This is an optimization exercise on Yosys and OpenROAD, whose aim is small area, a short achievable clock period and few clock cycles, not a production implementation.
Only simulation tests tie the RTL to the original design; equivalence was not proved.
Power and IR drop assume default switching activity.

[flow/design.v]
module kb_keymap (
    input  wire       layer,
    input  wire [6:0] idx,
    output reg  [7:0] code
);
    always @(*) begin
        case ({layer, idx})
            {1'b0, 7'd0}: code = 8'h29;
            {1'b0, 7'd1}: code = 8'h35;
            {1'b0, 7'd2}: code = 8'h2B;
            {1'b0, 7'd3}: code = 8'h39;
            {1'b0, 7'd4}: code = 8'hE1;
            {1'b0, 7'd5}: code = 8'hE0;
            {1'b0, 7'd6}: code = 8'h3A;
            {1'b0, 7'd7}: code = 8'h1E;
            {1'b0, 7'd8}: code = 8'h14;
            {1'b0, 7'd9}: code = 8'h04;
            {1'b0, 7'd10}: code = 8'h1D;
            {1'b0, 7'd11}: code = 8'hE3;
            {1'b0, 7'd12}: code = 8'h3B;
            {1'b0, 7'd13}: code = 8'h1F;
            {1'b0, 7'd14}: code = 8'h1A;
            {1'b0, 7'd15}: code = 8'h16;
            {1'b0, 7'd16}: code = 8'h1B;
            {1'b0, 7'd17}: code = 8'hE2;
            {1'b0, 7'd18}: code = 8'h3C;
            {1'b0, 7'd19}: code = 8'h20;
            {1'b0, 7'd20}: code = 8'h08;
            {1'b0, 7'd21}: code = 8'h07;
            {1'b0, 7'd22}: code = 8'h06;
            {1'b0, 7'd24}: code = 8'h3D;
            {1'b0, 7'd25}: code = 8'h21;
            {1'b0, 7'd26}: code = 8'h15;
            {1'b0, 7'd27}: code = 8'h09;
            {1'b0, 7'd28}: code = 8'h19;
            {1'b0, 7'd30}: code = 8'h3E;
            {1'b0, 7'd31}: code = 8'h22;
            {1'b0, 7'd32}: code = 8'h17;
            {1'b0, 7'd33}: code = 8'h0A;
            {1'b0, 7'd34}: code = 8'h05;
            {1'b0, 7'd35}: code = 8'h2C;
            {1'b0, 7'd36}: code = 8'h3F;
            {1'b0, 7'd37}: code = 8'h23;
            {1'b0, 7'd38}: code = 8'h1C;
            {1'b0, 7'd39}: code = 8'h0B;
            {1'b0, 7'd40}: code = 8'h11;
            {1'b0, 7'd42}: code = 8'h40;
            {1'b0, 7'd43}: code = 8'h24;
            {1'b0, 7'd44}: code = 8'h18;
            {1'b0, 7'd45}: code = 8'h0D;
            {1'b0, 7'd46}: code = 8'h10;
            {1'b0, 7'd48}: code = 8'h41;
            {1'b0, 7'd49}: code = 8'h25;
            {1'b0, 7'd50}: code = 8'h0C;
            {1'b0, 7'd51}: code = 8'h0E;
            {1'b0, 7'd52}: code = 8'h36;
            {1'b0, 7'd54}: code = 8'h42;
            {1'b0, 7'd55}: code = 8'h26;
            {1'b0, 7'd56}: code = 8'h12;
            {1'b0, 7'd57}: code = 8'h0F;
            {1'b0, 7'd58}: code = 8'h37;
            {1'b0, 7'd59}: code = 8'hE6;
            {1'b0, 7'd60}: code = 8'h43;
            {1'b0, 7'd61}: code = 8'h27;
            {1'b0, 7'd62}: code = 8'h13;
            {1'b0, 7'd63}: code = 8'h33;
            {1'b0, 7'd64}: code = 8'h38;
            {1'b0, 7'd65}: code = 8'hE7;
            {1'b0, 7'd66}: code = 8'h44;
            {1'b0, 7'd67}: code = 8'h2D;
            {1'b0, 7'd68}: code = 8'h2F;
            {1'b0, 7'd69}: code = 8'h34;
            {1'b0, 7'd71}: code = 8'hE4;
            {1'b0, 7'd72}: code = 8'h45;
            {1'b0, 7'd73}: code = 8'h2E;
            {1'b0, 7'd74}: code = 8'h30;
            {1'b0, 7'd77}: code = 8'h50;
            {1'b0, 7'd78}: code = 8'h46;
            {1'b0, 7'd79}: code = 8'h2A;
            {1'b0, 7'd80}: code = 8'h31;
            {1'b0, 7'd81}: code = 8'h28;
            {1'b0, 7'd82}: code = 8'hE5;
            {1'b0, 7'd83}: code = 8'h51;
            {1'b0, 7'd84}: code = 8'h4C;
            {1'b0, 7'd85}: code = 8'h49;
            {1'b0, 7'd88}: code = 8'h52;
            {1'b0, 7'd89}: code = 8'h4F;
            {1'b0, 7'd90}: code = 8'h4A;
            {1'b0, 7'd91}: code = 8'h4B;
            {1'b0, 7'd92}: code = 8'h4E;
            {1'b0, 7'd93}: code = 8'h4D;
            {1'b1, 7'd0}: code = 8'h01;
            {1'b1, 7'd1}: code = 8'h35;
            {1'b1, 7'd2}: code = 8'h2B;
            {1'b1, 7'd3}: code = 8'h39;
            {1'b1, 7'd4}: code = 8'hE5;
            {1'b1, 7'd5}: code = 8'hE0;
            {1'b1, 7'd6}: code = 8'h7F;
            {1'b1, 7'd7}: code = 8'h1E;
            {1'b1, 7'd8}: code = 8'h14;
            {1'b1, 7'd9}: code = 8'h03;
            {1'b1, 7'd10}: code = 8'h1D;
            {1'b1, 7'd11}: code = 8'hE3;
            {1'b1, 7'd12}: code = 8'h80;
            {1'b1, 7'd13}: code = 8'h1F;
            {1'b1, 7'd14}: code = 8'h1A;
            {1'b1, 7'd15}: code = 8'h16;
            {1'b1, 7'd16}: code = 8'h1B;
            {1'b1, 7'd17}: code = 8'hE2;
            {1'b1, 7'd18}: code = 8'h81;
            {1'b1, 7'd19}: code = 8'h20;
            {1'b1, 7'd20}: code = 8'h08;
            {1'b1, 7'd21}: code = 8'h07;
            {1'b1, 7'd24}: code = 8'h74;
            {1'b1, 7'd25}: code = 8'h21;
            {1'b1, 7'd26}: code = 8'h15;
            {1'b1, 7'd27}: code = 8'h09;
            {1'b1, 7'd28}: code = 8'h19;
            {1'b1, 7'd30}: code = 8'h75;
            {1'b1, 7'd31}: code = 8'h22;
            {1'b1, 7'd32}: code = 8'h17;
            {1'b1, 7'd33}: code = 8'h0A;
            {1'b1, 7'd34}: code = 8'h05;
            {1'b1, 7'd36}: code = 8'h76;
            {1'b1, 7'd37}: code = 8'h23;
            {1'b1, 7'd38}: code = 8'h1C;
            {1'b1, 7'd39}: code = 8'h0B;
            {1'b1, 7'd40}: code = 8'h11;
            {1'b1, 7'd42}: code = 8'h77;
            {1'b1, 7'd43}: code = 8'h24;
            {1'b1, 7'd44}: code = 8'h18;
            {1'b1, 7'd45}: code = 8'h0D;
            {1'b1, 7'd46}: code = 8'h10;
            {1'b1, 7'd48}: code = 8'h78;
            {1'b1, 7'd49}: code = 8'h25;
            {1'b1, 7'd50}: code = 8'h0C;
            {1'b1, 7'd51}: code = 8'h0E;
            {1'b1, 7'd52}: code = 8'h36;
            {1'b1, 7'd54}: code = 8'h79;
            {1'b1, 7'd55}: code = 8'h26;
            {1'b1, 7'd56}: code = 8'h12;
            {1'b1, 7'd57}: code = 8'h0F;
            {1'b1, 7'd58}: code = 8'h37;
            {1'b1, 7'd59}: code = 8'hE6;
            {1'b1, 7'd60}: code = 8'h7A;
            {1'b1, 7'd61}: code = 8'h27;
            {1'b1, 7'd62}: code = 8'h13;
            {1'b1, 7'd63}: code = 8'h33;
            {1'b1, 7'd64}: code = 8'h38;
            {1'b1, 7'd65}: code = 8'hE7;
            {1'b1, 7'd66}: code = 8'h7B;
            {1'b1, 7'd67}: code = 8'h2D;
            {1'b1, 7'd68}: code = 8'h2F;
            {1'b1, 7'd69}: code = 8'h34;
            {1'b1, 7'd71}: code = 8'hE4;
            {1'b1, 7'd72}: code = 8'h7C;
            {1'b1, 7'd73}: code = 8'h2E;
            {1'b1, 7'd74}: code = 8'h30;
            {1'b1, 7'd77}: code = 8'h4A;
            {1'b1, 7'd78}: code = 8'h48;
            {1'b1, 7'd79}: code = 8'h2A;
            {1'b1, 7'd80}: code = 8'h31;
            {1'b1, 7'd81}: code = 8'h28;
            {1'b1, 7'd82}: code = 8'hE5;
            {1'b1, 7'd83}: code = 8'h4E;
            {1'b1, 7'd84}: code = 8'h47;
            {1'b1, 7'd85}: code = 8'h49;
            {1'b1, 7'd88}: code = 8'h4B;
            {1'b1, 7'd89}: code = 8'h4D;
            {1'b1, 7'd90}: code = 8'h02;
            {1'b1, 7'd91}: code = 8'h4B;
            {1'b1, 7'd92}: code = 8'h4E;
            {1'b1, 7'd93}: code = 8'h4D;
            default: code = 8'h00;
        endcase
    end
endmodule
module kb_report_encoder (
    input  wire        clk,
    input  wire        rst,
    input  wire        start,
    input  wire [95:0] deb,
    output wire        ready,
    output reg         done,
    output reg  [63:0] report,
    output wire        changed
);
    wire L = deb[95];
    reg        busy;
    reg  [2:0] ph;
    reg  [12:0] gtr;     
    reg  [5:1] qst;     
    reg        valid, diffa, diffb;
    wire p0 = ~busy;
    wire active = busy | start;
    wire cont;          
    wire n0 = (deb[0] & ~L);
    wire n1 = deb[1];
    wire n2 = deb[2];
    wire n3 = deb[3];
    wire n4 = deb[6];
    wire n5 = deb[7];
    wire n6 = deb[8];
    wire n7 = (deb[9] & ~L);
    wire n8 = deb[10];
    wire n9 = deb[12];
    wire n10 = deb[13];
    wire n11 = deb[14];
    wire n12 = deb[15];
    wire n13 = deb[16];
    wire n14 = deb[18];
    wire n15 = deb[19];
    wire n16 = deb[20];
    wire n17 = deb[21];
    wire n18 = (deb[22] & ~L);
    wire n19 = deb[24];
    wire n20 = deb[25];
    wire n21 = deb[26];
    wire n22 = deb[27];
    wire n23 = deb[28];
    wire n24 = deb[30];
    wire n25 = deb[31];
    wire n26 = deb[32];
    wire n27 = deb[33];
    wire n28 = deb[34];
    wire n29 = (deb[35] & ~L);
    wire n30 = deb[36];
    wire n31 = deb[37];
    wire n32 = deb[38];
    wire n33 = deb[39];
    wire n34 = deb[40];
    wire n35 = deb[42];
    wire n36 = deb[43];
    wire n37 = deb[44];
    wire n38 = deb[45];
    wire n39 = deb[46];
    wire n40 = deb[48];
    wire n41 = deb[49];
    wire n42 = deb[50];
    wire n43 = deb[51];
    wire n44 = deb[52];
    wire n45 = deb[54];
    wire n46 = deb[55];
    wire n47 = deb[56];
    wire n48 = deb[57];
    wire n49 = deb[58];
    wire n50 = deb[60];
    wire n51 = deb[61];
    wire n52 = deb[62];
    wire n53 = deb[63];
    wire n54 = deb[64];
    wire n55 = deb[66];
    wire n56 = deb[67];
    wire n57 = deb[68];
    wire n58 = deb[69];
    wire n59 = deb[72];
    wire n60 = deb[73];
    wire n61 = deb[74];
    wire n62 = deb[77];
    wire n63 = deb[78];
    wire n64 = deb[79];
    wire n65 = deb[80];
    wire n66 = deb[81];
    wire n67 = deb[83];
    wire n68 = deb[84];
    wire n69 = deb[85];
    wire n70 = deb[88];
    wire n71 = deb[89];
    wire n72 = (deb[90] & ~L);
    wire n73 = deb[91];
    wire n74 = deb[92];
    wire n75 = deb[93];
    wire n76 = 1'b0;
    wire n77 = 1'b0;
    wire gt0 = gtr[0];
    wire m0 = n0 & gt0;
    wire m1 = n1 & (gt0 | (gtr[1] & qst[1]));
    wire m2 = n2 & (gt0 | (gtr[1] & qst[2]));
    wire m3 = n3 & (gt0 | (gtr[1] & qst[3]));
    wire m4 = n4 & (gt0 | (gtr[1] & qst[4]));
    wire m5 = n5 & (gt0 | (gtr[1] & qst[5]));
    wire a0 = m0 | m1 | m2 | m3 | m4 | m5;
    wire d0 = (m0 & m1) | (m0 & m2) | (m0 & m3) | (m0 & m4) | (m0 & m5) | (m1 & m2) | (m1 & m3) | (m1 & m4) | (m1 & m5) | (m2 & m3) | (m2 & m4) | (m2 & m5) | (m3 & m4) | (m3 & m5) | (m4 & m5);
    wire h0 = m0;
    wire h1 = ~m0 & m1;
    wire h2 = ~m0 & ~m1 & m2;
    wire h3 = ~m0 & ~m1 & ~m2 & m3;
    wire h4 = ~m0 & ~m1 & ~m2 & ~m3 & m4;
    wire h5 = ~m0 & ~m1 & ~m2 & ~m3 & ~m4 & m5;
    wire af0_1 = m0;
    wire af0_2 = m0 | m1;
    wire af0_3 = m0 | m1 | m2;
    wire af0_4 = m0 | m1 | m2 | m3;
    wire af0_5 = m0 | m1 | m2 | m3 | m4;
    wire lc0_0 = h0 | h1 | h2 | h3 | (L & (h4));
    wire lc0_1 = h2 | h4 | h5;
    wire lc0_2 = h1 | h5 | (L & (h4));
    wire lc0_3 = h0 | h2 | h3 | h4 | h5;
    wire lc0_4 = h1 | h3 | h4 | h5;
    wire lc0_5 = h0 | h1 | h2 | h3 | h4;
    wire lc0_6 = (L & (h4));
    wire lc0_7 = 1'b0;
    wire gt1 = gtr[1];
    wire m6 = n6 & gt1;
    wire m7 = n7 & (gt1 | (gtr[2] & qst[1]));
    wire m8 = n8 & (gt1 | (gtr[2] & qst[2]));
    wire m9 = n9 & (gt1 | (gtr[2] & qst[3]));
    wire m10 = n10 & (gt1 | (gtr[2] & qst[4]));
    wire m11 = n11 & (gt1 | (gtr[2] & qst[5]));
    wire a1 = m6 | m7 | m8 | m9 | m10 | m11;
    wire d1 = (m6 & m7) | (m6 & m8) | (m6 & m9) | (m6 & m10) | (m6 & m11) | (m7 & m8) | (m7 & m9) | (m7 & m10) | (m7 & m11) | (m8 & m9) | (m8 & m10) | (m8 & m11) | (m9 & m10) | (m9 & m11) | (m10 & m11);
    wire h6 = m6;
    wire h7 = ~m6 & m7;
    wire h8 = ~m6 & ~m7 & m8;
    wire h9 = ~m6 & ~m7 & ~m8 & m9;
    wire h10 = ~m6 & ~m7 & ~m8 & ~m9 & m10;
    wire h11 = ~m6 & ~m7 & ~m8 & ~m9 & ~m10 & m11;
    wire af1_1 = m6;
    wire af1_2 = m6 | m7;
    wire af1_3 = m6 | m7 | m8;
    wire af1_4 = m6 | m7 | m8 | m9;
    wire af1_5 = m6 | m7 | m8 | m9 | m10;
    wire lc1_0 = h8 | h10 | (~L & (h9));
    wire lc1_1 = h10 | h11 | (~L & (h9));
    wire lc1_2 = h6 | h7 | h8 | h10;
    wire lc1_3 = h8 | h10 | h11 | (~L & (h9));
    wire lc1_4 = h6 | h8 | h10 | h11 | (~L & (h9));
    wire lc1_5 = (~L & (h9));
    wire lc1_6 = 1'b0;
    wire lc1_7 = (L & (h9));
    wire gt2 = gtr[2];
    wire m12 = n12 & gt2;
    wire m13 = n13 & (gt2 | (gtr[3] & qst[1]));
    wire m14 = n14 & (gt2 | (gtr[3] & qst[2]));
    wire m15 = n15 & (gt2 | (gtr[3] & qst[3]));
    wire m16 = n16 & (gt2 | (gtr[3] & qst[4]));
    wire m17 = n17 & (gt2 | (gtr[3] & qst[5]));
    wire a2 = m12 | m13 | m14 | m15 | m16 | m17;
    wire d2 = (m12 & m13) | (m12 & m14) | (m12 & m15) | (m12 & m16) | (m12 & m17) | (m13 & m14) | (m13 & m15) | (m13 & m16) | (m13 & m17) | (m14 & m15) | (m14 & m16) | (m14 & m17) | (m15 & m16) | (m15 & m17) | (m16 & m17);
    wire h12 = m12;
    wire h13 = ~m12 & m13;
    wire h14 = ~m12 & ~m13 & m14;
    wire h15 = ~m12 & ~m13 & ~m14 & m15;
    wire h16 = ~m12 & ~m13 & ~m14 & ~m15 & m16;
    wire h17 = ~m12 & ~m13 & ~m14 & ~m15 & ~m16 & m17;
    wire af2_1 = m12;
    wire af2_2 = m12 | m13;
    wire af2_3 = m12 | m13 | m14;
    wire af2_4 = m12 | m13 | m14 | m15;
    wire af2_5 = m12 | m13 | m14 | m15 | m16;
    wire lc2_0 = h13 | h17 | (L & (h14));
    wire lc2_1 = h12 | h13 | h17;
    wire lc2_2 = h12 | h17 | (~L & (h14));
    wire lc2_3 = h13 | h16 | (~L & (h14));
    wire lc2_4 = h12 | h13 | (~L & (h14));
    wire lc2_5 = h15 | (~L & (h14));
    wire lc2_6 = 1'b0;
    wire lc2_7 = (L & (h14));
    wire gt3 = gtr[3];
    wire m18 = n18 & gt3;
    wire m19 = n19 & (gt3 | (gtr[4] & qst[1]));
    wire m20 = n20 & (gt3 | (gtr[4] & qst[2]));
    wire m21 = n21 & (gt3 | (gtr[4] & qst[3]));
    wire m22 = n22 & (gt3 | (gtr[4] & qst[4]));
    wire m23 = n23 & (gt3 | (gtr[4] & qst[5]));
    wire a3 = m18 | m19 | m20 | m21 | m22 | m23;
    wire d3 = (m18 & m19) | (m18 & m20) | (m18 & m21) | (m18 & m22) | (m18 & m23) | (m19 & m20) | (m19 & m21) | (m19 & m22) | (m19 & m23) | (m20 & m21) | (m20 & m22) | (m20 & m23) | (m21 & m22) | (m21 & m23) | (m22 & m23);
    wire h18 = m18;
    wire h19 = ~m18 & m19;
    wire h20 = ~m18 & ~m19 & m20;
    wire h21 = ~m18 & ~m19 & ~m20 & m21;
    wire h22 = ~m18 & ~m19 & ~m20 & ~m21 & m22;
    wire h23 = ~m18 & ~m19 & ~m20 & ~m21 & ~m22 & m23;
    wire af3_1 = m18;
    wire af3_2 = m18 | m19;
    wire af3_3 = m18 | m19 | m20;
    wire af3_4 = m18 | m19 | m20 | m21;
    wire af3_5 = m18 | m19 | m20 | m21 | m22;
    wire lc3_0 = h20 | h21 | h22 | h23 | (~L & (h19));
    wire lc3_1 = h18;
    wire lc3_2 = h18 | h19 | h21;
    wire lc3_3 = h22 | h23 | (~L & (h19));
    wire lc3_4 = h19 | h21 | h23;
    wire lc3_5 = h19 | h20;
    wire lc3_6 = (L & (h19));
    wire lc3_7 = 1'b0;
    wire gt4 = gtr[4];
    wire m24 = n24 & gt4;
    wire m25 = n25 & (gt4 | (gtr[5] & qst[1]));
    wire m26 = n26 & (gt4 | (gtr[5] & qst[2]));
    wire m27 = n27 & (gt4 | (gtr[5] & qst[3]));
    wire m28 = n28 & (gt4 | (gtr[5] & qst[4]));
    wire m29 = n29 & (gt4 | (gtr[5] & qst[5]));
    wire a4 = m24 | m25 | m26 | m27 | m28 | m29;
    wire d4 = (m24 & m25) | (m24 & m26) | (m24 & m27) | (m24 & m28) | (m24 & m29) | (m25 & m26) | (m25 & m27) | (m25 & m28) | (m25 & m29) | (m26 & m27) | (m26 & m28) | (m26 & m29) | (m27 & m28) | (m27 & m29) | (m28 & m29);
    wire h24 = m24;
    wire h25 = ~m24 & m25;
    wire h26 = ~m24 & ~m25 & m26;
    wire h27 = ~m24 & ~m25 & ~m26 & m27;
    wire h28 = ~m24 & ~m25 & ~m26 & ~m27 & m28;
    wire h29 = ~m24 & ~m25 & ~m26 & ~m27 & ~m28 & m29;
    wire af4_1 = m24;
    wire af4_2 = m24 | m25;
    wire af4_3 = m24 | m25 | m26;
    wire af4_4 = m24 | m25 | m26 | m27;
    wire af4_5 = m24 | m25 | m26 | m27 | m28;
    wire lc4_0 = h26 | h28 | (L & (h24));
    wire lc4_1 = h25 | h26 | h27 | (~L & (h24));
    wire lc4_2 = h24 | h26 | h28 | h29;
    wire lc4_3 = h27 | h29 | (~L & (h24));
    wire lc4_4 = h24 | h26;
    wire lc4_5 = h24 | h25 | h29;
    wire lc4_6 = (L & (h24));
    wire lc4_7 = 1'b0;
    wire gt5 = gtr[5];
    wire m30 = n30 & gt5;
    wire m31 = n31 & (gt5 | (gtr[6] & qst[1]));
    wire m32 = n32 & (gt5 | (gtr[6] & qst[2]));
    wire m33 = n33 & (gt5 | (gtr[6] & qst[3]));
    wire m34 = n34 & (gt5 | (gtr[6] & qst[4]));
    wire m35 = n35 & (gt5 | (gtr[6] & qst[5]));
    wire a5 = m30 | m31 | m32 | m33 | m34 | m35;
    wire d5 = (m30 & m31) | (m30 & m32) | (m30 & m33) | (m30 & m34) | (m30 & m35) | (m31 & m32) | (m31 & m33) | (m31 & m34) | (m31 & m35) | (m32 & m33) | (m32 & m34) | (m32 & m35) | (m33 & m34) | (m33 & m35) | (m34 & m35);
    wire h30 = m30;
    wire h31 = ~m30 & m31;
    wire h32 = ~m30 & ~m31 & m32;
    wire h33 = ~m30 & ~m31 & ~m32 & m33;
    wire h34 = ~m30 & ~m31 & ~m32 & ~m33 & m34;
    wire h35 = ~m30 & ~m31 & ~m32 & ~m33 & ~m34 & m35;
    wire af5_1 = m30;
    wire af5_2 = m30 | m31;
    wire af5_3 = m30 | m31 | m32;
    wire af5_4 = m30 | m31 | m32 | m33;
    wire af5_5 = m30 | m31 | m32 | m33 | m34;
    wire lc5_0 = h31 | h33 | h34 | (~L & (h30)) | (L & (h35));
    wire lc5_1 = h30 | h31 | h33 | (L & (h35));
    wire lc5_2 = h30 | h32 | (L & (h35));
    wire lc5_3 = h32 | h33 | (~L & (h30));
    wire lc5_4 = h30 | h32 | h34 | (L & (h35));
    wire lc5_5 = h30 | h31 | (L & (h35));
    wire lc5_6 = h35 | (L & (h30));
    wire lc5_7 = 1'b0;
    wire gt6 = gtr[6];
    wire m36 = n36 & gt6;
    wire m37 = n37 & (gt6 | (gtr[7] & qst[1]));
    wire m38 = n38 & (gt6 | (gtr[7] & qst[2]));
    wire m39 = n39 & (gt6 | (gtr[7] & qst[3]));
    wire m40 = n40 & (gt6 | (gtr[7] & qst[4]));
    wire m41 = n41 & (gt6 | (gtr[7] & qst[5]));
    wire a6 = m36 | m37 | m38 | m39 | m40 | m41;
    wire d6 = (m36 & m37) | (m36 & m38) | (m36 & m39) | (m36 & m40) | (m36 & m41) | (m37 & m38) | (m37 & m39) | (m37 & m40) | (m37 & m41) | (m38 & m39) | (m38 & m40) | (m38 & m41) | (m39 & m40) | (m39 & m41) | (m40 & m41);
    wire h36 = m36;
    wire h37 = ~m36 & m37;
    wire h38 = ~m36 & ~m37 & m38;
    wire h39 = ~m36 & ~m37 & ~m38 & m39;
    wire h40 = ~m36 & ~m37 & ~m38 & ~m39 & m40;
    wire h41 = ~m36 & ~m37 & ~m38 & ~m39 & ~m40 & m41;
    wire af6_1 = m36;
    wire af6_2 = m36 | m37;
    wire af6_3 = m36 | m37 | m38;
    wire af6_4 = m36 | m37 | m38 | m39;
    wire af6_5 = m36 | m37 | m38 | m39 | m40;
    wire lc6_0 = h38 | h41 | (~L & (h40));
    wire lc6_1 = 1'b0;
    wire lc6_2 = h36 | h38 | h41;
    wire lc6_3 = h37 | h38 | (L & (h40));
    wire lc6_4 = h37 | h39 | (L & (h40));
    wire lc6_5 = h36 | h41 | (L & (h40));
    wire lc6_6 = h40;
    wire lc6_7 = 1'b0;
    wire gt7 = gtr[7];
    wire m42 = n42 & gt7;
    wire m43 = n43 & (gt7 | (gtr[8] & qst[1]));
    wire m44 = n44 & (gt7 | (gtr[8] & qst[2]));
    wire m45 = n45 & (gt7 | (gtr[8] & qst[3]));
    wire m46 = n46 & (gt7 | (gtr[8] & qst[4]));
    wire m47 = n47 & (gt7 | (gtr[8] & qst[5]));
    wire a7 = m42 | m43 | m44 | m45 | m46 | m47;
    wire d7 = (m42 & m43) | (m42 & m44) | (m42 & m45) | (m42 & m46) | (m42 & m47) | (m43 & m44) | (m43 & m45) | (m43 & m46) | (m43 & m47) | (m44 & m45) | (m44 & m46) | (m44 & m47) | (m45 & m46) | (m45 & m47) | (m46 & m47);
    wire h42 = m42;
    wire h43 = ~m42 & m43;
    wire h44 = ~m42 & ~m43 & m44;
    wire h45 = ~m42 & ~m43 & ~m44 & m45;
    wire h46 = ~m42 & ~m43 & ~m44 & ~m45 & m46;
    wire h47 = ~m42 & ~m43 & ~m44 & ~m45 & ~m46 & m47;
    wire af7_1 = m42;
    wire af7_2 = m42 | m43;
    wire af7_3 = m42 | m43 | m44;
    wire af7_4 = m42 | m43 | m44 | m45;
    wire af7_5 = m42 | m43 | m44 | m45 | m46;
    wire lc7_0 = (L & (h45));
    wire lc7_1 = h43 | h44 | h46 | h47 | (~L & (h45));
    wire lc7_2 = h42 | h43 | h44 | h46;
    wire lc7_3 = h42 | h43 | (L & (h45));
    wire lc7_4 = h44 | h47 | (L & (h45));
    wire lc7_5 = h44 | h46 | (L & (h45));
    wire lc7_6 = h45;
    wire lc7_7 = 1'b0;
    wire gt8 = gtr[8];
    wire m48 = n48 & gt8;
    wire m49 = n49 & (gt8 | (gtr[9] & qst[1]));
    wire m50 = n50 & (gt8 | (gtr[9] & qst[2]));
    wire m51 = n51 & (gt8 | (gtr[9] & qst[3]));
    wire m52 = n52 & (gt8 | (gtr[9] & qst[4]));
    wire m53 = n53 & (gt8 | (gtr[9] & qst[5]));
    wire a8 = m48 | m49 | m50 | m51 | m52 | m53;
    wire d8 = (m48 & m49) | (m48 & m50) | (m48 & m51) | (m48 & m52) | (m48 & m53) | (m49 & m50) | (m49 & m51) | (m49 & m52) | (m49 & m53) | (m50 & m51) | (m50 & m52) | (m50 & m53) | (m51 & m52) | (m51 & m53) | (m52 & m53);
    wire h48 = m48;
    wire h49 = ~m48 & m49;
    wire h50 = ~m48 & ~m49 & m50;
    wire h51 = ~m48 & ~m49 & ~m50 & m51;
    wire h52 = ~m48 & ~m49 & ~m50 & ~m51 & m52;
    wire h53 = ~m48 & ~m49 & ~m50 & ~m51 & ~m52 & m53;
    wire af8_1 = m48;
    wire af8_2 = m48 | m49;
    wire af8_3 = m48 | m49 | m50;
    wire af8_4 = m48 | m49 | m50 | m51;
    wire af8_5 = m48 | m49 | m50 | m51 | m52;
    wire lc8_0 = h48 | h49 | h51 | h52 | h53 | (~L & (h50));
    wire lc8_1 = h48 | h49 | h50 | h51 | h52 | h53;
    wire lc8_2 = h48 | h49 | h51;
    wire lc8_3 = h48 | (L & (h50));
    wire lc8_4 = h49 | h52 | h53 | (L & (h50));
    wire lc8_5 = h49 | h51 | h53 | (L & (h50));
    wire lc8_6 = h50;
    wire lc8_7 = 1'b0;
    wire gt9 = gtr[9];
    wire m54 = n54 & gt9;
    wire m55 = n55 & (gt9 | (gtr[10] & qst[1]));
    wire m56 = n56 & (gt9 | (gtr[10] & qst[2]));
    wire m57 = n57 & (gt9 | (gtr[10] & qst[3]));
    wire m58 = n58 & (gt9 | (gtr[10] & qst[4]));
    wire m59 = n59 & (gt9 | (gtr[10] & qst[5]));
    wire a9 = m54 | m55 | m56 | m57 | m58 | m59;
    wire d9 = (m54 & m55) | (m54 & m56) | (m54 & m57) | (m54 & m58) | (m54 & m59) | (m55 & m56) | (m55 & m57) | (m55 & m58) | (m55 & m59) | (m56 & m57) | (m56 & m58) | (m56 & m59) | (m57 & m58) | (m57 & m59) | (m58 & m59);
    wire h54 = m54;
    wire h55 = ~m54 & m55;
    wire h56 = ~m54 & ~m55 & m56;
    wire h57 = ~m54 & ~m55 & ~m56 & m57;
    wire h58 = ~m54 & ~m55 & ~m56 & ~m57 & m58;
    wire h59 = ~m54 & ~m55 & ~m56 & ~m57 & ~m58 & m59;
    wire af9_1 = m54;
    wire af9_2 = m54 | m55;
    wire af9_3 = m54 | m55 | m56;
    wire af9_4 = m54 | m55 | m56 | m57;
    wire af9_5 = m54 | m55 | m56 | m57 | m58;
    wire lc9_0 = h56 | h57 | (~L & (h59)) | (L & (h55));
    wire lc9_1 = h57 | (L & (h55));
    wire lc9_2 = h56 | h57 | h58 | h59 | (~L & (h55));
    wire lc9_3 = h54 | h56 | h57 | (L & (h55 | h59));
    wire lc9_4 = h54 | h58 | (L & (h55 | h59));
    wire lc9_5 = h54 | h56 | h57 | h58 | (L & (h55 | h59));
    wire lc9_6 = h55 | h59;
    wire lc9_7 = 1'b0;
    wire gt10 = gtr[10];
    wire m60 = n60 & gt10;
    wire m61 = n61 & (gt10 | (gtr[11] & qst[1]));
    wire m62 = n62 & (gt10 | (gtr[11] & qst[2]));
    wire m63 = n63 & (gt10 | (gtr[11] & qst[3]));
    wire m64 = n64 & (gt10 | (gtr[11] & qst[4]));
    wire m65 = n65 & (gt10 | (gtr[11] & qst[5]));
    wire a10 = m60 | m61 | m62 | m63 | m64 | m65;
    wire d10 = (m60 & m61) | (m60 & m62) | (m60 & m63) | (m60 & m64) | (m60 & m65) | (m61 & m62) | (m61 & m63) | (m61 & m64) | (m61 & m65) | (m62 & m63) | (m62 & m64) | (m62 & m65) | (m63 & m64) | (m63 & m65) | (m64 & m65);
    wire h60 = m60;
    wire h61 = ~m60 & m61;
    wire h62 = ~m60 & ~m61 & m62;
    wire h63 = ~m60 & ~m61 & ~m62 & m63;
    wire h64 = ~m60 & ~m61 & ~m62 & ~m63 & m64;
    wire h65 = ~m60 & ~m61 & ~m62 & ~m63 & ~m64 & m65;
    wire af10_1 = m60;
    wire af10_2 = m60 | m61;
    wire af10_3 = m60 | m61 | m62;
    wire af10_4 = m60 | m61 | m62 | m63;
    wire af10_5 = m60 | m61 | m62 | m63 | m64;
    wire lc10_0 = h65;
    wire lc10_1 = h60 | h64 | (~L & (h63)) | (L & (h62));
    wire lc10_2 = h60 | (~L & (h63));
    wire lc10_3 = h60 | h64 | (L & (h62 | h63));
    wire lc10_4 = h61 | h65 | (~L & (h62));
    wire lc10_5 = h60 | h61 | h64 | h65;
    wire lc10_6 = h62 | h63;
    wire lc10_7 = 1'b0;
    wire gt11 = gtr[11];
    wire m66 = n66 & gt11;
    wire m67 = n67 & (gt11 | (gtr[12] & qst[1]));
    wire m68 = n68 & (gt11 | (gtr[12] & qst[2]));
    wire m69 = n69 & (gt11 | (gtr[12] & qst[3]));
    wire m70 = n70 & (gt11 | (gtr[12] & qst[4]));
    wire m71 = n71 & (gt11 | (gtr[12] & qst[5]));
    wire a11 = m66 | m67 | m68 | m69 | m70 | m71;
    wire d11 = (m66 & m67) | (m66 & m68) | (m66 & m69) | (m66 & m70) | (m66 & m71) | (m67 & m68) | (m67 & m69) | (m67 & m70) | (m67 & m71) | (m68 & m69) | (m68 & m70) | (m68 & m71) | (m69 & m70) | (m69 & m71) | (m70 & m71);
    wire h66 = m66;
    wire h67 = ~m66 & m67;
    wire h68 = ~m66 & ~m67 & m68;
    wire h69 = ~m66 & ~m67 & ~m68 & m69;
    wire h70 = ~m66 & ~m67 & ~m68 & ~m69 & m70;
    wire h71 = ~m66 & ~m67 & ~m68 & ~m69 & ~m70 & m71;
    wire af11_1 = m66;
    wire af11_2 = m66 | m67;
    wire af11_3 = m66 | m67 | m68;
    wire af11_4 = m66 | m67 | m68 | m69;
    wire af11_5 = m66 | m67 | m68 | m69 | m70;
    wire lc11_0 = h69 | h71 | (~L & (h67)) | (L & (h68 | h70));
    wire lc11_1 = h70 | (~L & (h71)) | (L & (h67 | h68));
    wire lc11_2 = h68 | h71 | (L & (h67));
    wire lc11_3 = h66 | h69 | h71 | (~L & (h68)) | (L & (h67 | h70));
    wire lc11_4 = (~L & (h67 | h70));
    wire lc11_5 = h66;
    wire lc11_6 = h67 | h68 | h69 | h70 | h71;
    wire lc11_7 = 1'b0;
    wire gt12 = gtr[12];
    wire m72 = n72 & gt12;
    wire m73 = n73 & (gt12 | (1'b1 & qst[1]));
    wire m74 = n74 & (gt12 | (1'b1 & qst[2]));
    wire m75 = n75 & (gt12 | (1'b1 & qst[3]));
    wire m76 = n76 & (gt12 | (1'b1 & qst[4]));
    wire m77 = n77 & (gt12 | (1'b1 & qst[5]));
    wire a12 = m72 | m73 | m74 | m75 | m76 | m77;
    wire d12 = (m72 & m73) | (m72 & m74) | (m72 & m75) | (m72 & m76) | (m72 & m77) | (m73 & m74) | (m73 & m75) | (m73 & m76) | (m73 & m77) | (m74 & m75) | (m74 & m76) | (m74 & m77) | (m75 & m76) | (m75 & m77) | (m76 & m77);
    wire h72 = m72;
    wire h73 = ~m72 & m73;
    wire h74 = ~m72 & ~m73 & m74;
    wire h75 = ~m72 & ~m73 & ~m74 & m75;
    wire h76 = ~m72 & ~m73 & ~m74 & ~m75 & m76;
    wire h77 = ~m72 & ~m73 & ~m74 & ~m75 & ~m76 & m77;
    wire af12_1 = m72;
    wire af12_2 = m72 | m73;
    wire af12_3 = m72 | m73 | m74;
    wire af12_4 = m72 | m73 | m74 | m75;
    wire af12_5 = m72 | m73 | m74 | m75 | m76;
    wire lc12_0 = h73 | h75;
    wire lc12_1 = h72 | h73 | h74;
    wire lc12_2 = h74 | h75;
    wire lc12_3 = h72 | h73 | h74 | h75;
    wire lc12_4 = 1'b0;
    wire lc12_5 = 1'b0;
    wire lc12_6 = h72 | h73 | h74 | h75;
    wire lc12_7 = 1'b0;
    reg  [12:0] pin;   
    integer s_, d_;
    always @(*) begin
        pin = {a12,a11,a10,a9,a8,a7,a6,a5,a4,a3,a2,a1,a0};
        for (d_ = 1; d_ < 13; d_ = d_ * 2)
            for (s_ = 12; s_ >= 0; s_ = s_ - 1)
                if ((s_ / d_) % 2 == 1) pin[s_] = pin[s_] | pin[(s_ / d_) * d_ - 1];
    end
    wire [13:0] P = {pin, 1'b0};   
    wire any = P[13];
    wire r0 = a0 & ~P[0];
    wire r1 = a1 & ~P[1];
    wire r2 = a2 & ~P[2];
    wire r3 = a3 & ~P[3];
    wire r4 = a4 & ~P[4];
    wire r5 = a5 & ~P[5];
    wire r6 = a6 & ~P[6];
    wire r7 = a7 & ~P[7];
    wire r8 = a8 & ~P[8];
    wire r9 = a9 & ~P[9];
    wire r10 = a10 & ~P[10];
    wire r11 = a11 & ~P[11];
    wire r12 = a12 & ~P[12];
    wire [7:0] code;
    assign code[0] = (r0 & lc0_0) | (r1 & lc1_0) | (r2 & lc2_0) | (r3 & lc3_0) | (r4 & lc4_0) | (r5 & lc5_0) | (r6 & lc6_0) | (r7 & lc7_0) | (r8 & lc8_0) | (r9 & lc9_0) | (r10 & lc10_0) | (r11 & lc11_0) | (r12 & lc12_0);
    assign code[1] = (r0 & lc0_1) | (r1 & lc1_1) | (r2 & lc2_1) | (r3 & lc3_1) | (r4 & lc4_1) | (r5 & lc5_1) | (r6 & lc6_1) | (r7 & lc7_1) | (r8 & lc8_1) | (r9 & lc9_1) | (r10 & lc10_1) | (r11 & lc11_1) | (r12 & lc12_1);
    assign code[2] = (r0 & lc0_2) | (r1 & lc1_2) | (r2 & lc2_2) | (r3 & lc3_2) | (r4 & lc4_2) | (r5 & lc5_2) | (r6 & lc6_2) | (r7 & lc7_2) | (r8 & lc8_2) | (r9 & lc9_2) | (r10 & lc10_2) | (r11 & lc11_2) | (r12 & lc12_2);
    assign code[3] = (r0 & lc0_3) | (r1 & lc1_3) | (r2 & lc2_3) | (r3 & lc3_3) | (r4 & lc4_3) | (r5 & lc5_3) | (r6 & lc6_3) | (r7 & lc7_3) | (r8 & lc8_3) | (r9 & lc9_3) | (r10 & lc10_3) | (r11 & lc11_3) | (r12 & lc12_3);
    assign code[4] = (r0 & lc0_4) | (r1 & lc1_4) | (r2 & lc2_4) | (r3 & lc3_4) | (r4 & lc4_4) | (r5 & lc5_4) | (r6 & lc6_4) | (r7 & lc7_4) | (r8 & lc8_4) | (r9 & lc9_4) | (r10 & lc10_4) | (r11 & lc11_4) | (r12 & lc12_4);
    assign code[5] = (r0 & lc0_5) | (r1 & lc1_5) | (r2 & lc2_5) | (r3 & lc3_5) | (r4 & lc4_5) | (r5 & lc5_5) | (r6 & lc6_5) | (r7 & lc7_5) | (r8 & lc8_5) | (r9 & lc9_5) | (r10 & lc10_5) | (r11 & lc11_5) | (r12 & lc12_5);
    assign code[6] = (r0 & lc0_6) | (r1 & lc1_6) | (r2 & lc2_6) | (r3 & lc3_6) | (r4 & lc4_6) | (r5 & lc5_6) | (r6 & lc6_6) | (r7 & lc7_6) | (r8 & lc8_6) | (r9 & lc9_6) | (r10 & lc10_6) | (r11 & lc11_6) | (r12 & lc12_6);
    assign code[7] = (r0 & lc0_7) | (r1 & lc1_7) | (r2 & lc2_7) | (r3 & lc3_7) | (r4 & lc4_7) | (r5 & lc5_7) | (r6 & lc6_7) | (r7 & lc7_7) | (r8 & lc8_7) | (r9 & lc9_7) | (r10 & lc10_7) | (r11 & lc11_7) | (r12 & lc12_7);
    wire qn1 = (r0 & af0_1) | (r1 & af1_1) | (r2 & af2_1) | (r3 & af3_1) | (r4 & af4_1) | (r5 & af5_1) | (r6 & af6_1) | (r7 & af7_1) | (r8 & af8_1) | (r9 & af9_1) | (r10 & af10_1) | (r11 & af11_1) | (r12 & af12_1);
    wire qn2 = (r0 & af0_2) | (r1 & af1_2) | (r2 & af2_2) | (r3 & af3_2) | (r4 & af4_2) | (r5 & af5_2) | (r6 & af6_2) | (r7 & af7_2) | (r8 & af8_2) | (r9 & af9_2) | (r10 & af10_2) | (r11 & af11_2) | (r12 & af12_2);
    wire qn3 = (r0 & af0_3) | (r1 & af1_3) | (r2 & af2_3) | (r3 & af3_3) | (r4 & af4_3) | (r5 & af5_3) | (r6 & af6_3) | (r7 & af7_3) | (r8 & af8_3) | (r9 & af9_3) | (r10 & af10_3) | (r11 & af11_3) | (r12 & af12_3);
    wire qn4 = (r0 & af0_4) | (r1 & af1_4) | (r2 & af2_4) | (r3 & af3_4) | (r4 & af4_4) | (r5 & af5_4) | (r6 & af6_4) | (r7 & af7_4) | (r8 & af8_4) | (r9 & af9_4) | (r10 & af10_4) | (r11 & af11_4) | (r12 & af12_4);
    wire qn5 = (r0 & af0_5) | (r1 & af1_5) | (r2 & af2_5) | (r3 & af3_5) | (r4 & af4_5) | (r5 & af5_5) | (r6 & af6_5) | (r7 & af7_5) | (r8 & af8_5) | (r9 & af9_5) | (r10 & af10_5) | (r11 & af11_5) | (r12 & af12_5);
    wire tb1_1 = a0 | a1;
    wire tb2_1 = (a0 & a1);
    wire tb1_2 = a2 | a3;
    wire tb2_2 = (a2 & a3);
    wire tb1_3 = a4 | a5;
    wire tb2_3 = (a4 & a5);
    wire tb1_4 = a6 | a7;
    wire tb2_4 = (a6 & a7);
    wire tb1_5 = a8 | a9;
    wire tb2_5 = (a8 & a9);
    wire tb1_6 = a10 | a11;
    wire tb2_6 = (a10 & a11);
    wire tb1_7 = tb1_1 | tb1_2;
    wire tb2_7 = (tb1_1 & tb1_2) | tb2_1 | tb2_2;
    wire tb1_8 = tb1_3 | tb1_4;
    wire tb2_8 = (tb1_3 & tb1_4) | tb2_3 | tb2_4;
    wire tb1_9 = tb1_5 | tb1_6;
    wire tb2_9 = (tb1_5 & tb1_6) | tb2_5 | tb2_6;
    wire tb1_10 = tb1_7 | tb1_8;
    wire tb2_10 = (tb1_7 & tb1_8) | tb2_7 | tb2_8;
    wire tb1_11 = tb1_9 | a12;
    wire tb2_11 = (tb1_9 & a12) | tb2_9;
    wire tb1_12 = tb1_10 | tb1_11;
    wire tb2_12 = (tb1_10 & tb1_11) | tb2_10 | tb2_11;
    wire more = tb2_12 | d0 | d1 | d2 | d3 | d4 | d5 | d6 | d7 | d8 | d9 | d10 | d11 | d12;
    wire [7:0] mods = ({8{deb[4]}} & (L ? 8'h20 : 8'h02)) | ({8{deb[5]}} & 8'h01) | ({8{deb[11]}} & 8'h08) | ({8{deb[17]}} & 8'h04) | ({8{deb[59]}} & 8'h40) | ({8{deb[65]}} & 8'h80) | ({8{deb[71]}} & 8'h10) | ({8{deb[82]}} & 8'h20);
    wire any9 = deb[10] | deb[12] | deb[13] | deb[14] | deb[15] | deb[16] | deb[18] | deb[19] | deb[20] | deb[21] | deb[24] | deb[25] | deb[26] | deb[27] | deb[28] | deb[30] | deb[31] | deb[32] | deb[33] | deb[34] | deb[36] | deb[37] | deb[38] | deb[39] | deb[40] | deb[42] | deb[43] | deb[44] | deb[45] | deb[46] | deb[48] | deb[49] | deb[50] | deb[51] | deb[52] | deb[54] | deb[55] | deb[56] | deb[57] | deb[58] | deb[60] | deb[61] | deb[62] | deb[63] | deb[64] | deb[66] | deb[67] | deb[68] | deb[69] | deb[72] | deb[73] | deb[74] | deb[77] | deb[78] | deb[79] | deb[80] | deb[81] | deb[83] | deb[84] | deb[85] | deb[88] | deb[89] | deb[91] | deb[92] | deb[93];
    wire any90 = deb[91] | deb[92] | deb[93];
    wire sent = L & (deb[0] | deb[9] | deb[90]);
    wire [7:0] sbyte = deb[90] ? (any90 ? 8'h01 : 8'h02) :
                       deb[9]  ? (any9  ? 8'h01 : 8'h03) : 8'h01;
    wire [2:0] phe = ph;    
    wire ovf    = more & (phe == 3'd5);
    wire fill   = (p0 & sent) | ovf;
    wire [7:0] fb = ovf ? 8'h01 : sbyte;
    wire finish = fill | ~more;
    assign cont = active & ~finish;
    wire [7:0] old [0:5];
    reg  [5:0] en;
    reg  [7:0] d [0:5];
    integer s;
    always @(*) begin
        for (s = 0; s < 6; s = s + 1) begin
            en[s] = fill | (phe == s) | (finish & (phe < s));
            d[s]  = fill ? fb : ((phe == s) ? code : 8'h00);
        end
    end
    genvar gs;
    generate for (gs = 0; gs < 6; gs = gs + 1) begin : G_OLD
        assign old[gs] = report[16 + 8*gs +: 8];
    end endgenerate
    wire dmods = (mods != report[7:0]);
    reg  [7:0] old_ph;    
    reg  dfill, dzero, old_not01;
    always @(*) begin
        old_ph = 8'h00; dfill = 1'b0; dzero = 1'b0; old_not01 = 1'b0;
        for (s = 0; s < 6; s = s + 1) begin
            old_ph    = old_ph | ({8{phe == s}} & old[s]);
            dfill     = dfill | (old[s] != fb);
            dzero     = dzero | ((phe < s) & (old[s] != 8'h00));
            old_not01 = old_not01 | ((phe == s) & (old[s] != 8'h01));
        end
    end
    reg  [1:0] xr;
    wire [7:0] xc = code ^ old_ph;
    reg        chg_r;
    wire xdiff = |xr;
    wire cmpen = ~fill & ~(p0 & ~valid);
    wire enow = (p0 & dmods) | (fill ? dfill : (finish & dzero));
    wire nz   = (mods != 8'h00) | sent | any;
    wire chg_fin = ovf ? (diffb | old_not01) :
                   p0  ? (valid ? enow : nz) : (diffa | xdiff | enow);
    assign changed = chg_r | xdiff;
    assign ready = ~busy;
    always @(posedge clk) begin
        if (rst) begin
            busy  <= 1'b0;
            done  <= 1'b0;
            valid <= 1'b0;
        end else begin
            done <= active & finish;
            busy <= active & ~finish;
            if (active & p0) valid <= 1'b1;
        end
        ph  <= (rst | ~cont) ? 3'd0 : phe + 3'd1;
        gtr <= (rst | ~cont) ? {13{1'b1}} : P[12:0];
        qst <= {qn5,qn4,qn3,qn2,qn1};
        xr  <= (active & cmpen) ? {|xc[7:4], |xc[3:0]} : 2'b00;
        if (active) begin
            if (p0) report[7:0] <= mods;
            for (s = 0; s < 6; s = s + 1)
                if (en[s]) report[16 + 8*s +: 8] <= d[s];
            report[15:8] <= 8'h00;
            chg_r <= chg_fin;
            diffa <= p0 ? (valid ? enow : 1'b1) : (diffa | xdiff | enow);
            diffb <= p0 ? (valid ? (dmods | old_not01) : 1'b1) : (diffb | old_not01);
        end
    end
endmodule
[flow/flow/run.sh]
#!/bin/bash
# The standard layout (standard.sh), with every input and output port still
# buffered, but with a plain buffer cell (buf_1) instead of the resizer's
# default choice (a delay buffer, clkdlybuf4s50_1).
set -euo pipefail
export BUFFER_PORTS_ARGS="-buffer_cell sky130_fd_sc_hd__buf_1"
bash standard.sh > standard_flow.log 2>&1
[flow/standard.sh]
#!/bin/bash
# synth_recipe.tcl (not shown) runs the flow's synth.tcl, then flattens the netlist and writes it again
# the make line also repeats each setting of config.mk as NAME=value (left out here)
make -C /OpenROAD-flow-scripts/flow DESIGN_CONFIG=/design/flow/config.mk WORK_HOME=/design/flow/orfs CLKGATE_MAP_FILE= SYNTH_SCRIPT=/design/flow/synth_recipe.tcl "${@:-finish}"
[flow/config.mk]
export PLATFORM = sky130hd
export DESIGN_NAME = kb_report_encoder
export DESIGN_NICKNAME = kb_report_encoder
export VERILOG_FILES = /design/flow/design.v
export SDC_FILE = /design/flow/constraint.sdc
export NUM_CORES = 4
export LEC_CHECK = 0
export ABC_AREA = 1
export CAP_MARGIN = 20
export CORE_MARGIN = 2
export CORE_UTILIZATION = 55
export CTS_BUF_LIST = sky130_fd_sc_hd__clkbuf_4 sky130_fd_sc_hd__clkbuf_8
export SETUP_SLACK_MARGIN = 1.6
export SLEW_MARGIN = 20
[flow/constraint.sdc]
create_clock -name core_clock -period 5.0 [get_ports {clk}]
set_input_delay 1.0000 -clock core_clock [delete_from_list [all_inputs] [get_ports {clk}]]
set_output_delay 1.0000 -clock core_clock [all_outputs]
set_load 0.01 [all_outputs]
==> impl_metrics.py, run 1 <==
metrics = {
    "clocking": {
        "cts_tree": "built",
        "cts_hold_buf": 0,
        "clock-sinks": 85,
        "clockBufferDepth": 2,
        "htreeDepth": 3,
        "clk_latency_ns": 0.39,
        "clk_pin_slew_ns": 0.11,
        "cts_buffers": 9,
        "root_buffer": "clkbuf_8",
    },
    "placed_design": {
        "port_buffers": 146,
        "dp_hpwl_mm": 24.5,
        "place_congestion": 1.08,
        "place_inst": 1711,
        "placed_cell_area_mm2": 0.00895,
        "pre_cts_ws_ns": 0.738,
    },
    "timing": {
        "period_share": 0.683,
        "slew_violations": 0,
        "fin_worst_hold_slack_ns": 0.540,
        "rsz0062_at_grt": "true",
        "setup_ws_ns": 1.58,
        "worst_pin_slew_ns": 1.10,
        "setup_viol": 0,
        "max_freq_mhz": 293,
        "setup_tns_ns": 0,
        "max-slew-margin-rel": 0.266,
        "fin_worst_skew_ns": 0.0190,
        "period_minus_slack_ns": 3.42,
        "hold_viol_final": 0,
    },
    "route": {
        "met2_length_mm": 13.1,
        "route.vias.total": 10300,
        "routed.top_layer": "met4",
        "viasPerCell": 5.92,
        "wl_met3_mm": 4.16,
        "first_iter_violations": 1501,
        "post_drt_wl_per_cell_um": 17.9,
        "drt-total-wl_mm": 31.1,
        "ant_nets": 0,
        "route.detailed.drc": 0,
        "wl_met1_mm": 12.9,
        "dr.pass1.iters": 7,
    },
    "yosys": {
        "synthDistinctLibCells": 58,
        "synth_warnings": 2,
        "synth_async_sr_flop_share": 0,
        "netlist_area_mm2": 0.00821,
        "synth_edf_count": 59,
        "yosys-top-cells-count": "nand2_1 (463), nor2_1 (223), inv_1 (156)",
        "yosysSeqAreaShare": 0.279,
        "synth.top_cell.area_share": 0.216,
        "netlist_instances": 1389,
        "synth-seq-cells": 85,
        "ys.flop_type": "edfxtp_1",
        "synth_most_common_cell": "nand2_1",
        "synthTopCellsByArea": "edfxtp_1 (22%), nand2_1 (21%), nor2_1 (10%)",
        "syn_avg_cell_area_um2": 5.91,
        "synth_top_area_cell": "edfxtp_1",
    },
    "worst_setup_path": {
        "crit_fanout": 7,
        "worst_path_dominant_cell_family": "simple AND/OR/NAND/NOR gates",
        "cp_common_cell": "nand2_1",
        "slowest_delay_ns": 0.34,
        "crit_slowest_cell": "a21oi_1",
        "required_ns": 5.29,
        "path_buf_inv": 5,
        "crit_chain": "buf_1 > inv_1 > nor2_1 > nand2_1 > nand2_1 > nor2_4 > nand2_2 > nor2_4 > buf_4 > nand2_1 > inv_1 > nand2_1 > inv_1 > a21oi_1 > nand3_1 > a21oi_1 > nand3_1 > a21oi_1 > nand3_1 > nor2_1 > nor2_1",
        "crit_type": "in2reg",
        "worstPathArrival_ns": 3.70,
        "end_kind": "register",
        "startpoint_type": "primary input",
    },
    "flow_run": {
        "drv_cap": 0,
    },
    "cells_and_area": {
        "final_area_mm2": 0.00951,
        "n_antenna_cell": 0,
        "stdcell_count": 1744,
        "nNetsFinal": 1658,
        "fill_cells": 1388,
        "utilization": 0.655,
        "syn_to_final_growth_pct": 15.9,
        "drive_gt1_frac": 0.100,
    },
    "outcome": {
        "status": "finished clean",
    },
    "global_route": {
        "antenna_found_initial": 0,
        "grt_pass1_vias": 8954,
        "gr-total-overflow": 0,
        "grt_usage": 0.377,
        "grt_max_degree": 21,
        "grt_pass1_wl_mm": 47.0,
    },
    "pwr": {
        "leakage_nw": 4.58,
        "power_density_mw_per_mm2": 202,
        "power.total_mw": 1.92,
        "peakVddDrop_mv": 0.220,
    },
    "floorplan": {
        "ios": 166,
        "die_w_um": 126,
        "die_area_mm2": 0.0159,
        "start_util": 0.565,
        "die_y_um": 126,
        "fp.coreArea_mm2": 0.0145,
        "row_count": 44,
    },
    "worst_hold_path": {
        "hold_path_class": "reg2reg",
    },
}
## layout by cell type, fill, tap and decap left out, drive strengths merged, types with 4 or more instances in the layout
cell / Yosys / routed
o21ai: 71 / 71
nor3: 35 / 35
xor2: 9 / 9
nor4: 23 / 23
conb: 1 / 8
a211oi: 6 / 6
o211ai: 7 / 7
nand3b: 7 / 7
nand2: 481 / 481
a31oi: 8 / 8
nand4: 17 / 17
nor2: 240 / 240
buf: 16 / 168
a21boi: 4 / 4
o21bai: 4 / 4
a21oi: 46 / 46
edfxtp: 59 / 59
o31ai: 4 / 4
inv: 186 / 190
dfxtp: 26 / 26
o22ai: 4 / 4
nand3: 85 / 85
o221ai: 6 / 6
ha: 4 / 4
clkbuf: 5 / 10
o2111ai: 4 / 4
a221oi: 7 / 7
## final timing paths
kind         slack [ns]  depth (start not counted)                from                        to
max                1.58                         21              deb[9]          xr[1]$_SDFF_PN0_
min reg2reg        0.54                          2  valid$_SDFFE_PP0P_        valid$_SDFFE_PP0P_
min                0.54                          2  valid$_SDFFE_PP0P_        valid$_SDFFE_PP0P_
max reg2reg        1.69                         18      qst[1]$_DFF_P_  report[29]$_SDFFCE_PP0P_
## state kept, by name, indices dropped and copies added, names as in the netlist
register	flops
diffb	1
valid	1
xr	2
done	1
gtr	13
diffa	1
ph	3
report	56
chg_r	1
busy	1
qst	5
## power by group
group | internal [mW] | total, mW | switching (mW) | leakage, nW
Combinational | 0.164 | 0.522 | 0.358 | 3.69
Sequential | 0.806 | 0.865 | 0.0593 | 0.786
Clock | 0.239 | 0.536 | 0.296 | 0.103
## what timing repair did
| item | 4_1_cts | 5_1_grt |
|---|---|---|
| resized for setup | 14 | 46 |
| endpoints found under the setup margin | 64 | 68 |
| pin swaps | 4 | 11 |
| buffers inserted | 6 | 11 |
## tightest hold or removal path: cells and delay by family, from the launching register on
family,cells,cell delay (ns)
DFF,1,0.35
and+or+nand+nor,2,0.15
## logic make-up (layout without fill, tap and decap cells)
family / after synthesis / after routing / share of synthesized area
AOI/OAI and AO/OA: 184 / 184 / 0.136
buffers and inverters: 209 / 373 / 0.101
xor gates and xnor gates: 10 / 10 / 0.0107
and+or+nand+nor: 896 / 896 / 0.466
adders and majority gates: 4 / 4 / 0.00610
other: 1 / 8 / 0.000457
DFF: 85 / 85 / 0.279
## layout make-up
type	count	area, µm²	share of cell area
Clock buffer	9	124	0.0130
Multi-Input combinational cell	1102	5320	0.560
Inverter	188	706	0.0742
Sequential cell	85	2300	0.242
Clock inverter	7	80.1	0.00842
Timing Repair Buffer	169	749	0.0788
Tap cell	184	230	0.0242
## per-layer routing
layer	vias up	global-route usage
met5	-	0
met4	0	0.116
met3	87	0.0799
met2	696	0.570
met1	4677	0.543
li1	4862	-
Testbench counts, summed over its fixed seeds: cycles 5,590.
==> run 2: changes to the inputs <==
--- a/flow/config.mk
+++ b/flow/config.mk
@@ -10,5 +10,4 @@
 export CORE_MARGIN = 2
 export CORE_UTILIZATION = 55
-export CTS_BUF_LIST = sky130_fd_sc_hd__clkbuf_4 sky130_fd_sc_hd__clkbuf_8
 export SETUP_SLACK_MARGIN = 1.6
 export SLEW_MARGIN = 20
==> run 2 against run 1 <==
  * Still clean
  * Area after synthesis did not move
  * First-iteration DRC count rose by 12%
  * Non-clock buffer count rose by 2
  * Power rose by 9.6%
  * Core utilization rose by 1.3 points
  * Routed wire length rose by 0.86%
  * Via count rose by 0.32%
  * Clock skew fell by 0.0054 ns
  * Hold slack got worse by 0.0066 ns
  * Worst setup slack improved by 0.059 ns
  * Clock-buffer cell count did not move
  * Critical path type unchanged
  * Critical endpoint is now report[26]$_SDFFCE_PP0P_
  * Highest routed layer unchanged
==> impl_metrics.py, run 2 <==
metrics = {
    "outcome": {
        "status": "finished clean",
    },
    "floorplan": {
        "fp.coreArea_mm2": 0.0145,
        "start_util": 0.565,
        "ios": 166,
        "die_area_mm2": 0.0159,
        "die_w_um": 126,
        "row_count": 44,
        "die_y_um": 126,
    },
    "timing": {
        "period_share": 0.672,
        "max_freq_mhz": 298,
        "slew_violations": 0,
        "fin_worst_skew_ns": 0.0136,
        "setup_viol": 0,
        "worst_pin_slew_ns": 1.09,
        "hold_viol_final": 0,
        "period_minus_slack_ns": 3.36,
        "setup_ws_ns": 1.64,
        "max-slew-margin-rel": 0.273,
        "setup_tns_ns": 0,
        "fin_worst_hold_slack_ns": 0.534,
        "rsz0062_at_grt": "true",
    },
    "placed_design": {
        "placed_cell_area_mm2": 0.00895,
        "dp_hpwl_mm": 24.5,
        "place_inst": 1711,
        "port_buffers": 146,
        "pre_cts_ws_ns": 0.738,
        "place_congestion": 1.08,
    },
    "cells_and_area": {
        "fill_cells": 1365,
        "layout_commonest_cell": "nand2_1",
        "reg_top3": "report: 56 flops, gtr: 13 flops, qst: 5 flops",
        "stdcell_count": 1746,
        "syn_to_final_growth_pct": 18.2,
        "nNetsFinal": 1660,
        "drive_gt1_frac": 0.111,
        "n_antenna_cell": 0,
        "final_area_mm2": 0.00971,
        "utilization": 0.668,
        "final_cell_mix": "nand2_1 (445), nor2_1 (209), inv_1 (151)",
        "largest_register_ffs": 56,
        "largest-register": "report",
    },
    "pwr": {
        "peakVddDrop_mv": 0.238,
        "intPower_mw": 1.37,
        "sw_frac_of_total": 0.350,
        "power.total_mw": 2.11,
        "p_clk_frac": 0.338,
        "comb_power_share": 0.251,
        "power_density_mw_per_mm2": 217,
        "switchingPower_mw": 0.737,
        "leakage_nw": 4.64,
        "power_frac_seq": 0.411,
    },
    "yosys": {
        "yosys-top-cells-count": "nand2_1 (463), nor2_1 (223), inv_1 (156)",
        "synth.top_cell.area_share": 0.216,
        "synth_edf_count": 59,
        "netlist_area_mm2": 0.00821,
        "synth_async_sr_flop_share": 0,
        "synth_most_common_cell": "nand2_1",
        "synth_warnings": 2,
        "ys.flop_type": "edfxtp_1",
        "syn_avg_cell_area_um2": 5.91,
        "yosysSeqAreaShare": 0.279,
        "synth-seq-cells": 85,
        "synthTopCellsByArea": "edfxtp_1 (22%), nand2_1 (21%), nor2_1 (10%)",
        "synth_top_area_cell": "edfxtp_1",
        "netlist_instances": 1389,
        "synthDistinctLibCells": 58,
    },
    "clocking": {
        "clock-sinks": 85,
        "cts_hold_buf": 0,
        "clk_pin_slew_ns": 0.06,
        "root_buffer": "clkbuf_16",
        "htreeDepth": 3,
        "cts_buffers": 9,
        "clk_latency_ns": 0.35,
        "clockBufferDepth": 2,
        "cts_tree": "built",
    },
    "route": {
        "first_iter_violations": 1675,
        "ant_nets": 0,
        "drt-total-wl_mm": 31.4,
        "post_drt_wl_per_cell_um": 18.0,
        "route.vias.total": 10400,
        "viasPerCell": 5.93,
        "route.detailed.drc": 0,
        "dr.pass1.iters": 8,
    },
    "worst_setup_path": {
        "crit_fanout": 8,
        "required_ns": 5.06,
        "startpoint_type": "primary input",
        "end_kind": "register",
        "crit_type": "in2reg",
        "worstPathArrival_ns": 3.42,
    },
    "global_route": {
        "grt_usage": 0.379,
        "grt_pass1_vias": 9001,
        "grt_pass1_wl_mm": 47.3,
        "gr-total-overflow": 0,
        "grt_max_degree": 21,
        "antenna_found_initial": 0,
    },
    "worst_hold_path": {
        "hold_path_class": "reg2reg",
    },
    "flow_run": {
        "drv_cap": 0,
    },
}
[run 2: cell count changes in the layout (fill, tap and decap cells not counted), sizes merged]
| cell | delta |
|---|---|
| buf | +3 |
| clkbuf | -1 |
| clkinvlp | +1 |
| inv | -1 |
[run 2: logic make-up (layout without fill, tap and decap cells)]
group | after synthesis | after routing | share of synthesized area
flops | 85 | 85 | 0.279
compound gates | 184 | 184 | 0.136
xor+xnor | 10 | 10 | 0.0107
simple gates | 896 | 896 | 0.466
buf+inv | 209 | 375 | 0.101
other cells | 1 | 8 | 0.000457
fa+ha+maj | 4 | 4 | 0.00610
[run 2: metal layers]
metal / routed length (µm) / vias up / global-route usage
met2: 13400 / 700 / 0.580
met4: 879 / 0 / 0.101
met3: 4280 / 72 / 0.0837
li1: - / 4870 / -
met1: 12800 / 4713 / 0.542
met5: 0 / - / 0
[run 2: timing repair]
action                                  in CTS  in global routing
gates resized for setup                     16                 66
buffers inserted                             6                 13
pin swaps                                    4                 14
endpoints found under the setup margin      84                 87
[run 2: power by group through the flow]
stage	clock network, mW	logic [mW]	registers (mW)
floorplan	0	0.303	0.868
global placement	0	0.467	0.877
detailed placement	0	0.471	0.878
CTS	0.716	0.491	0.863
global route	0.738	0.580	0.869
finish	0.712	0.528	0.867
[run 2: worst max-delay path, stage by stage]
cell and delay, ns:
buf_1 0.11, inv_1 0.08, nor2_1 0.06, nand2_1 0.10, nand2_2 0.09, nor2_4 0.15
nand2_2 0.11, nor2_4 0.15, nand2_4 0.11, nor2_4 0.17, nor2_1 0.07, nor2_2 0.15
nand2_4 0.12, nand2_4 0.12, clkinvlp_4 0.16, nor3_4 0.24, a21oi_2 0.11, a21oi_4 0.16
buf_12 0.15
[run 2: layout make-up]
type / instances / area (µm²) / area share
multi-input combinational: 1102 / 5390 / 0.556
inverter: 188 / 709 / 0.0731
tap: 184 / 230 / 0.0237
clock inverter: 7 / 80.1 / 0.00825
clock buffer: 9 / 225 / 0.0232
sequential: 85 / 2300 / 0.237
timing repair buffer: 171 / 768 / 0.0792
[run 2: path summary, 6_finish.rpt]
path / startpoint / to / slack (ns) / cells after the start
setup / recovery: deb[9] / report[26]$_SDFFCE_PP0P_ / 1.64 / 19
hold / removal: valid$_SDFFE_PP0P_ / valid$_SDFFE_PP0P_ / 0.53 / 2
setup reg to reg: qst[3]$_DFF_P_ / gtr[12]$_SDFF_PP1_ / 1.71 / 20
hold reg to reg: valid$_SDFFE_PP0P_ / valid$_SDFFE_PP0P_ / 0.53 / 2
==> run 3: changes to the inputs <==
--- a/flow/config.mk
+++ b/flow/config.mk
@@ -10,4 +10,5 @@
 export CORE_MARGIN = 2
 export CORE_UTILIZATION = 55
+export PLACE_DENSITY = 0.9
 export SETUP_SLACK_MARGIN = 1.6
 export SLEW_MARGIN = 20
==> run 3 against run 2 <==
  * Sequential power about the same
  * Global-route usage up 2.7 points
  * Clock skew up 0.0030 ns
  * Flip-flop and latch count unchanged
  * Routed wire length up 7.0%
  * First-iteration DRC count down 8.4%
  * Power about the same
  * Largest power group unchanged
  * Still clean on timing, DRC and antenna
  * Largest cell class unchanged
  * Register-to-register slack better by 0.02 ns
  * Critical path depth up 1
==> impl_metrics.py, run 3 <==
metrics = {
    "outcome": {
        "status": "finished clean",
    },
    "yosys": {
        "yosysSeqAreaShare": 0.279,
        "netlist_area_mm2": 0.00821,
        "synth_warnings": 2,
        "synthTopCellsByArea": "edfxtp_1 (22%), nand2_1 (21%), nor2_1 (10%)",
        "synth_top_area_cell": "edfxtp_1",
        "synth_most_common_cell": "nand2_1",
        "syn_avg_cell_area_um2": 5.91,
        "netlist_instances": 1389,
        "ys.flop_type": "edfxtp_1",
        "yosys-top-cells-count": "nand2_1 (463), nor2_1 (223), inv_1 (156)",
        "synth.top_cell.area_share": 0.216,
        "synth-seq-cells": 85,
        "synth_async_sr_flop_share": 0,
        "synthDistinctLibCells": 58,
    },
    "pwr": {
        "leakage_nw": 4.69,
        "power_density_mw_per_mm2": 216,
        "peakVddDrop_mv": 0.211,
    },
    "clocking": {
        "cts_tree": "built",
        "clockBufferDepth": 2,
        "cts_hold_buf": 0,
        "cts_buffers": 9,
        "clk_latency_ns": 0.36,
    },
    "worst_setup_path": {
        "crit_type": "in2reg",
        "crit_chain": "buf_1 > nand2_1 > nand3_1 > nor2_1 > nand2_1 > nor2_1 > nand2_2 > nor2_4 > buf_12 > nand2_4 > nor2_4 > buf_4 > nand3_1 > nand4_1 > a21oi_1 > nor2b_1 > nand3b_1 > nand2_1 > nor2_2 > nor2_1",
        "worstPathArrival_ns": 3.59,
        "slowest_delay_ns": 0.20,
        "crit_slowest_cell": "nor2_1",
        "required_ns": 5.24,
        "startpoint_type": "primary input",
    },
    "floorplan": {
        "die_area_mm2": 0.0159,
        "die_y_um": 126,
        "fp.coreArea_mm2": 0.0145,
        "die_w_um": 126,
        "row_count": 44,
    },
    "timing": {
        "setup_viol": 0,
        "worst_pin_slew_ns": 1.10,
        "max-slew-margin-rel": 0.265,
        "hold_viol_final": 0,
        "setup_tns_ns": 0,
        "period_minus_slack_ns": 3.35,
        "max_freq_mhz": 299,
        "slew_violations": 0,
    },
    "global_route": {
        "antenna_found_initial": 0,
        "grt_pass1_vias": 9527,
        "grt_usage": 0.406,
        "gr-total-overflow": 0,
        "grt_pass1_wl_mm": 50.6,
    },
    "placed_design": {
        "dp_hpwl_mm": 26.2,
        "port_buffers": 146,
        "pre_cts_ws_ns": 0.649,
        "placed_cell_area_mm2": 0.00897,
        "place_congestion": 1.06,
    },
    "cells_and_area": {
        "n_antenna_cell": 0,
        "reg_top3": "report: 56 flops, gtr: 13 flops, qst: 5 flops",
        "final_area_mm2": 0.00978,
        "layout_commonest_cell": "nand2_1",
        "syn_to_final_growth_pct": 19.1,
        "stdcell_count": 1750,
        "final_cell_mix": "nand2_1 (450), nor2_1 (211), inv_1 (147)",
        "nNetsFinal": 1664,
        "largest_register_ffs": 56,
    },
    "route": {
        "first_iter_violations": 1535,
        "drt-total-wl_mm": 33.6,
        "route.detailed.drc": 0,
        "post_drt_wl_per_cell_um": 19.2,
        "viasPerCell": 6.09,
        "route.vias.total": 10700,
        "ant_nets": 0,
        "dr.pass1.iters": 6,
    },
    "flow_run": {
        "drv_cap": 0,
    },
}
run 3: area by class of cell:
class / count / area, µm²
multi-input combinational: 1102 / 5420
inverter: 188 / 711
clock buffer: 9 / 225
clock inverter: 7 / 75.1
fill: 1338 / 4760
sequential: 85 / 2300
timing repair buffer: 175 / 818
tap: 184 / 230
run 3: stage by stage:
step	hold WS, ns	utilization	power (mW)
floorplan	0.467	-	1.17
global placement	0.503	0.617	1.35
detailed placement	0.528	0.617	1.36
CTS	0.545	0.648	2.06
global route	0.569	0.673	2.17
finish	0.545	0.673	2.11
run 3: worst paths after layout:
kind,from,end,slack (ns),depth (start not counted)
setup / recovery,deb[50],xr[1]$_SDFF_PN0_,1.65,20
hold / removal,valid$_SDFFE_PP0P_,valid$_SDFFE_PP0P_,0.55,2
setup reg to reg,qst[3]$_DFF_P_,xr[1]$_SDFF_PN0_,1.73,21
hold reg to reg,valid$_SDFFE_PP0P_,valid$_SDFFE_PP0P_,0.55,2
run 3: metal layers:
| metal | up-vias | track usage | part of all wire |
|---|---|---|---|
| li1 | 4882 | - | - |
| met4 | 0 | 0.129 | 0.038 |
| met2 | 871 | 0.622 | 0.42 |
| met3 | 122 | 0.0833 | 0.15 |
| met5 | - | 0 | 0 |
| met1 | 4789 | 0.576 | 0.39 |
run 3: cells by family after synthesis:
kind of cell,after synthesis,share of synthesized area
XOR/XNOR,10,0.0107
AND/OR/NAND/NOR,896,0.466
adder cells (fa/ha/maj),4,0.00610
buffers and inverters,209,0.101
AO/OA/AOI/OAI,184,0.136
flip-flops,85,0.279
other,1,0.000457
run 3: worst max-delay path: cells and delay by family:
| family | cells | cell delay [ns] |
|---|---|---|
| AOI/OAI and AO/OA | 1 | 0.08 |
| and+or+nand+nor | 16 | 2.11 |
| buffers and inverters | 3 | 0.40 |
run 3: where the power goes:
group	total (mW)	switching (mW)	leakage [nW]	internal, mW
sequential	0.869	0.0625	0.786	0.806
combinational	0.542	0.373	3.76	0.169
clock	0.696	0.342	0.144	0.354
total	2.11	0.778	4.69	1.33
run 3: what timing repair did:
item	4_1_cts	5_1_grt
endpoints found under the hold margin	0	0
setup buffers	6	14
setup endpoints to repair	100	101
resized for setup	23	74
pin swaps	5	15

Re-timed with assumed drivers on the ports (clkbuf_16 on the clock, buf_2 on other inputs), run 3 has 1.670 ns of setup slack against 1.651 ns with ideal ports, and 1.278 ns once port delays also move by the mid clock arrival of 0.393 ns.
